This is an optimization exercise on Yosys and OpenROAD, whose aim is small area, a short achievable clock period and few clock cycles, not a production implementation. Only simulation tests tie the RTL to the original design; equivalence was not proved.

==> flow/design.v (excerpt) <==
module cbs_rtb (
    input  wire          clk,
    input  wire          rst,
    input  wire          h_valid,
    input  wire [31:0]   h_data,
    output wire          ready,
    output reg           r_valid,
    output reg  [31:0]   r_data,
    input  wire          p_valid,
    input  wire [7:0]    p_data,
    input  wire          tick,
    output wire [31:0]   period_out,
    output wire [31:0]   duty_out
);
    localparam [31:0] TICK_STEP = 32'h3C23D70A;   
    localparam [10:0] NOMINAL   = 11'd1000;
    localparam [31:0] NOM_F     = 32'h447A0000;   
    localparam [7:0] OP_AVAIL = 8'h01, OP_FLUSH = 8'h02, OP_PEEK = 8'h03,
                     OP_REFS  = 8'h10, OP_SETC  = 8'h11, OP_RDREG = 8'h20;
    reg [7:0]  fmem [0:15];
    reg [3:0]  wc, rc;
    reg [4:0]  ic, cc;
    reg        synced, err_ill, err_corr, err_duty;
    reg [31:0] tsc, tols, st, tss;
    reg [10:0] pcorr, period, duty;
    reg [31:0] amp, freq, phase, start;
    reg [1:0]  hp_k;          
    reg        hp_setc;       
    reg        hp_ok;         
    wire [31:0] hp_op1;
    reg        rdy;
    reg        pend;          
    assign ready      = rdy;
    assign period_out = {21'd0, period};
    assign duty_out   = {21'd0, duty};
    reg [17:1] v;             
    reg        ph;            
    reg        eng_wait;      
    reg [31:0] st_s;          
    reg [31:0] kk;            
    reg        k_ok;
    reg [3:1]  kv;            
    reg [3:0]  ocnt;          
    reg [3:0]  acnt;          
    reg [3:0]  wp, rp;
    reg [11:0] qm [0:9];      
    reg [3:0]  lag;           
    reg        cu;            
    reg        setc_wait;     
    reg        rd_wait;       
    reg        rs_on;
    reg [4:0]  rs_n;
    wire [10:0] per_n = synced ? pcorr : NOMINAL;
  ...
clock: 25.0 ns
lec_check: 0
abc_area: 1
cap_margin: 30
core_margin: 2
core_utilization: 40
place_density: 0.6
slew_margin: 20
synth_memory_max_bits: 65536
standard.sh (not shown) runs the stock make flow with config.mk's settings and CLKGATE_MAP_FILE= SYNTH_SCRIPT=/design/flow/synth_recipe.tcl, a recipe that flattens the netlist after the stock synthesis.
==> flow/flow/run.sh <==
#!/bin/bash
# The standard layout (the standard.sh: standard synthesis, then ORFS to
# finish), with the port buffers that placement inserts taken as buf_2 cells
# rather than the resizer's default pick.
set -euo pipefail
export BUFFER_PORTS_ARGS="-buffer_cell sky130_fd_sc_hd__buf_2"
bash standard.sh > standard.log 2>&1
Testbench counts at the start, summed over its fixed seeds: cycles 28,725.
Edit:
--- a/flow/design.v
+++ b/flow/design.v
@@ -2335,27 +2335,17 @@
                     err_ill <= 1'b1;
                     r_valid <= 1'b1;
                     r_data  <= 32'd0;
                 end else begin
                     amp <= r_data; freq <= hp_op1; phase <= h_data;
                     ld_amp <= 1'b0;
+                    setc_wait <= 1'b1;
+                    rdy <= 1'b0;
                     v <= 17'd0; ocnt <= 4'd0; acnt <= 4'd0; wp <= 4'd0; rp <= 4'd0;
-                    k_ok <= 1'b0; kv <= 3'd0;
+                    eng_wait <= 1'b1; k_ok <= 1'b0; kv <= 3'd0;
                     pinc <= 1'b0;
-                    if (lag == 4'd0 && so_st == 2'd0 && !so_go) begin
-                        start <= st;
-                        st_s <= st;
-                        eng_wait <= 1'b0;
-                        ph <= 1'b0;              
-                        r_valid <= 1'b1;
-                        r_data <= 32'd0;
-                    end else begin
-                        setc_wait <= 1'b1;
-                        rdy <= 1'b0;
-                        eng_wait <= 1'b1;
-                    end
                 end
             end
             if (do_refs) begin
                 if (!hp_ok) begin
                     err_ill <= 1'b1;
                     r_valid <= 1'b1;
Result: The changed run produced a clean layout. Worst setup slack gets better by 0.48 ns. Cell count came out lower slightly. Design area stays flat. Synthesized area came out lower slightly. Clock-buffer cell count stays the same. Global-route usage came out higher by 1.3 points.
Testbench counts after the change, summed over its fixed seeds: cycles 28,818.


## 09-04
Another version of the RTL of cbs_rtb (not shown whole).
For scale: ~16000 cells after synthesis.
make LEC_CHECK=0 ABC_AREA=1 CAP_MARGIN=20 CORE_MARGIN=2 CORE_UTILIZATION=40 PLACE_DENSITY=0.6 SLEW_MARGIN=20 SYNTH_MEMORY_MAX_BITS=65536 finish   # period 25.0 ns
run.sh (not shown) runs the stock make flow with config.mk's settings and CLKGATE_MAP_FILE= SYNTH_SCRIPT=/design/flow/synth_recipe.tcl, a recipe that flattens the netlist after the stock synthesis.
Stock flow here: none of the scripts above is used.
In summary, 09-04 completed successfully, with a layout that passed the timing, DRC and antenna checks.
Testbench counts of 09-04, summed over its fixed seeds: cycles 28,818.
[inputs] 07-08 vs 09-04
diff --git a/flow/design.v b/flow/design.v
--- a/flow/design.v
+++ b/flow/design.v
@@ -2179,13 +2179,13 @@
     wire [11:0] cres   = q_any ? qm[rp] : dres;
     wire        qpush  = v[17] && !(commit && !q_any);
     wire [3:0]  acnt_n0 = acnt + {3'd0, v[17]};
     wire [3:0]  acnt_n1 = q_any ? acnt + {3'd0, v[17]} - 4'd1 : acnt;
     wire [3:0]  ocnt_n0 = ocnt + {3'd0, issue};
     wire [3:0]  ocnt_n1 = ocnt + {3'd0, issue} - 4'd1;
-    wire        so_dec  = (so_st == 2'd3) && so_arch;
+    wire        so_dec  = (so_st == 2'd2) && so_arch;
     wire [3:0]  lag_n0  = lag - {3'd0, cu} - {3'd0, so_dec};
     wire [3:0]  lag_n1  = lag - {3'd0, cu} - {3'd0, so_dec} + {3'd0, synced};
     wire [3:0]  wp_i    = (wp == 4'd9) ? 4'd0 : wp + 4'd1;
     wire [3:0]  rp_i    = (rp == 4'd9) ? 4'd0 : rp + 4'd1;
     wire [3:0]  wp_n0   = v[17] ? wp_i : wp;
     wire [3:0]  wp_n1   = (v[17] && q_any) ? wp_i : wp;
@@ -2221,16 +2221,15 @@
             case (so_st)
                 2'd0: if (so_go) begin
                     so_arch <= so_need_a;
                     so_st <= 2'd1;
                 end
                 2'd1: so_st <= 2'd2;
-                2'd2: so_st <= 2'd3;
                 default: begin
-                    if (so_arch) begin st <= add_y; tss <= tss_y; end
-                    else if (!eng_wait) begin st_s <= add_y; pinc <= 1'b1; end
+                    if (so_arch) begin st <= add_c; tss <= tss_y; end
+                    else begin st_s <= add_c; pinc <= 1'b1; end
                     so_st <= 2'd0;
                 end
             endcase
             kv <= {kv[2:1], k_go};
             xa <= xa_n;
             xb <= xb_n;
@@ -2283,13 +2282,13 @@
                 pend <= 1'b1;
                 rdy <= 1'b0;
             end
             if (v[12] && !k_ok && !kv[3]) begin
                 v <= 17'd0; ocnt <= 4'd0; acnt <= 4'd0; wp <= 4'd0; rp <= 4'd0;
                 eng_wait <= 1'b1; kv <= 3'd0; ld_amp <= 1'b0;
-                pinc <= 1'b0;
+                pinc <= 1'b0; if (!so_arch) so_st <= 2'd0;
             end
             if (h_acc) begin
                 if (hp_k == 2'd0) begin
                     hp_ok <= (arg == 24'd0);
                     if (opc == OP_REFS) begin hp_k <= 2'd1; hp_setc <= 1'b0; end
                     else if (opc == OP_SETC) begin hp_k <= 2'd3; hp_setc <= 1'b1; end
@@ -2336,13 +2335,13 @@
                     amp <= r_data; freq <= hp_op1; phase <= h_data;
                     ld_amp <= 1'b0;
                     setc_wait <= 1'b1;
                     rdy <= 1'b0;
                     v <= 17'd0; ocnt <= 4'd0; acnt <= 4'd0; wp <= 4'd0; rp <= 4'd0;
                     eng_wait <= 1'b1; k_ok <= 1'b0; kv <= 3'd0;
-                    pinc <= 1'b0;
+                    pinc <= 1'b0; if (!so_arch) so_st <= 2'd0;
                 end
             end
             if (do_refs) begin
                 if (!hp_ok) begin
                     err_ill <= 1'b1;
                     r_valid <= 1'b1;
@@ -2353,22 +2352,22 @@
                     synced <= 1'b1;
                     ld_amp <= 1'b0;
                     r_valid <= 1'b1;
                     r_data  <= 32'd0;
                     v <= 17'd0; ocnt <= 4'd0; acnt <= 4'd0; wp <= 4'd0; rp <= 4'd0;
                     eng_wait <= 1'b1; k_ok <= 1'b0; kv <= 3'd0;
-                    pinc <= 1'b0;
+                    pinc <= 1'b0; if (!so_arch) so_st <= 2'd0;
                 end else begin
                     kk <= tols;
                     tols <= h_data;
                     rs_on <= 1'b1;
                     rs_n <= 5'd0;
                     rdy <= 1'b0;
                     v <= 17'd0; ocnt <= 4'd0; acnt <= 4'd0; wp <= 4'd0; rp <= 4'd0;
                     eng_wait <= 1'b1; k_ok <= 1'b0; kv <= 3'd0;
-                    pinc <= 1'b0;
+                    pinc <= 1'b0; if (!so_arch) so_st <= 2'd0;
                 end
             end
             if (rs_on) begin
                 if (rs_n != 5'd0)
                     rs_n <= rs_n + 5'd1;
                 else if (rs_load)
### Flow results
- The flow did not stop early for 07-08: all stages ran, and the layout cleared the timing, DRC and antenna checks.
- A cell type of the slowest stage on the worst timing path of sky130_fd_sc_hd__fa_1 is what 09-04 shows, while sky130_fd_sc_hd__o21ai_0 belongs to 07-08.
- Compared with 09-04, 07-08 instantiates a smaller number of standard cells.
- Between 07-08 and 09-04, the difference in fmax is negligible.
- In the tables for 07-08 and 09-04, non-clock buffer count reads lower with 07-08.
- 07-08 vs 09-04: post-synthesis instance total down slightly
- 07-08 has less setup slack than 09-04.
- Going from 09-04 to 07-08, inverter count of the layout excluding clock inverters shrank slightly.
- Per the comparison of 07-08 with 09-04, setup slack of the most critical reg-to-reg path climbed 0.06 ns, synthesized area dropped 0.37%, share of cell area taken by muxes after synthesis barely changed.
- Delta (07-08 minus 09-04): average wire length per cell after detail routing +0.25 um.
Testbench counts of 07-08, summed over its fixed seeds: cycles 28,818.

==> port drivers added, routing unchanged <==
Ports are ideal in the flow. The routed layouts listed here were re-timed in OpenROAD. Step 1, drivers: a clkbuf_16 drives clk and a buf_2 each remaining input, both assumed. Step 2, shift: input delay + t, output delay - t, t = (earliest + latest rising clock arrival at the registers) / 2. This alone moves slack from input paths to output paths. a / b / c = no drivers / after step 1 / after step 2; a / b = the first two.
run | t (ns) | setup slack, ns | worst setup path after step 2 | worst slew at a driven data input, ns | cell pins on the clock port's net
the first run of note 1 | 0.960 | 16.557 / 16.557 / 15.982 | input to register | 0.17 | 1
the second run of note 1 | 0.999 | 17.034 / 17.109 / 16.110 | input to register | 0.16 | 1
09-04 | 0.968 | 16.384 / 16.480 / 15.512 | input to register | 0.30 | 1
07-08 | 0.958 | 16.360 / 16.440 / 15.482 | input to register | 0.19 | 1
After both steps every run listed still meets setup and hold. For the second run of note 1, which loses most, drivers alone change the setup slack by +0.075 ns; drivers and shift together by -0.924 ns.
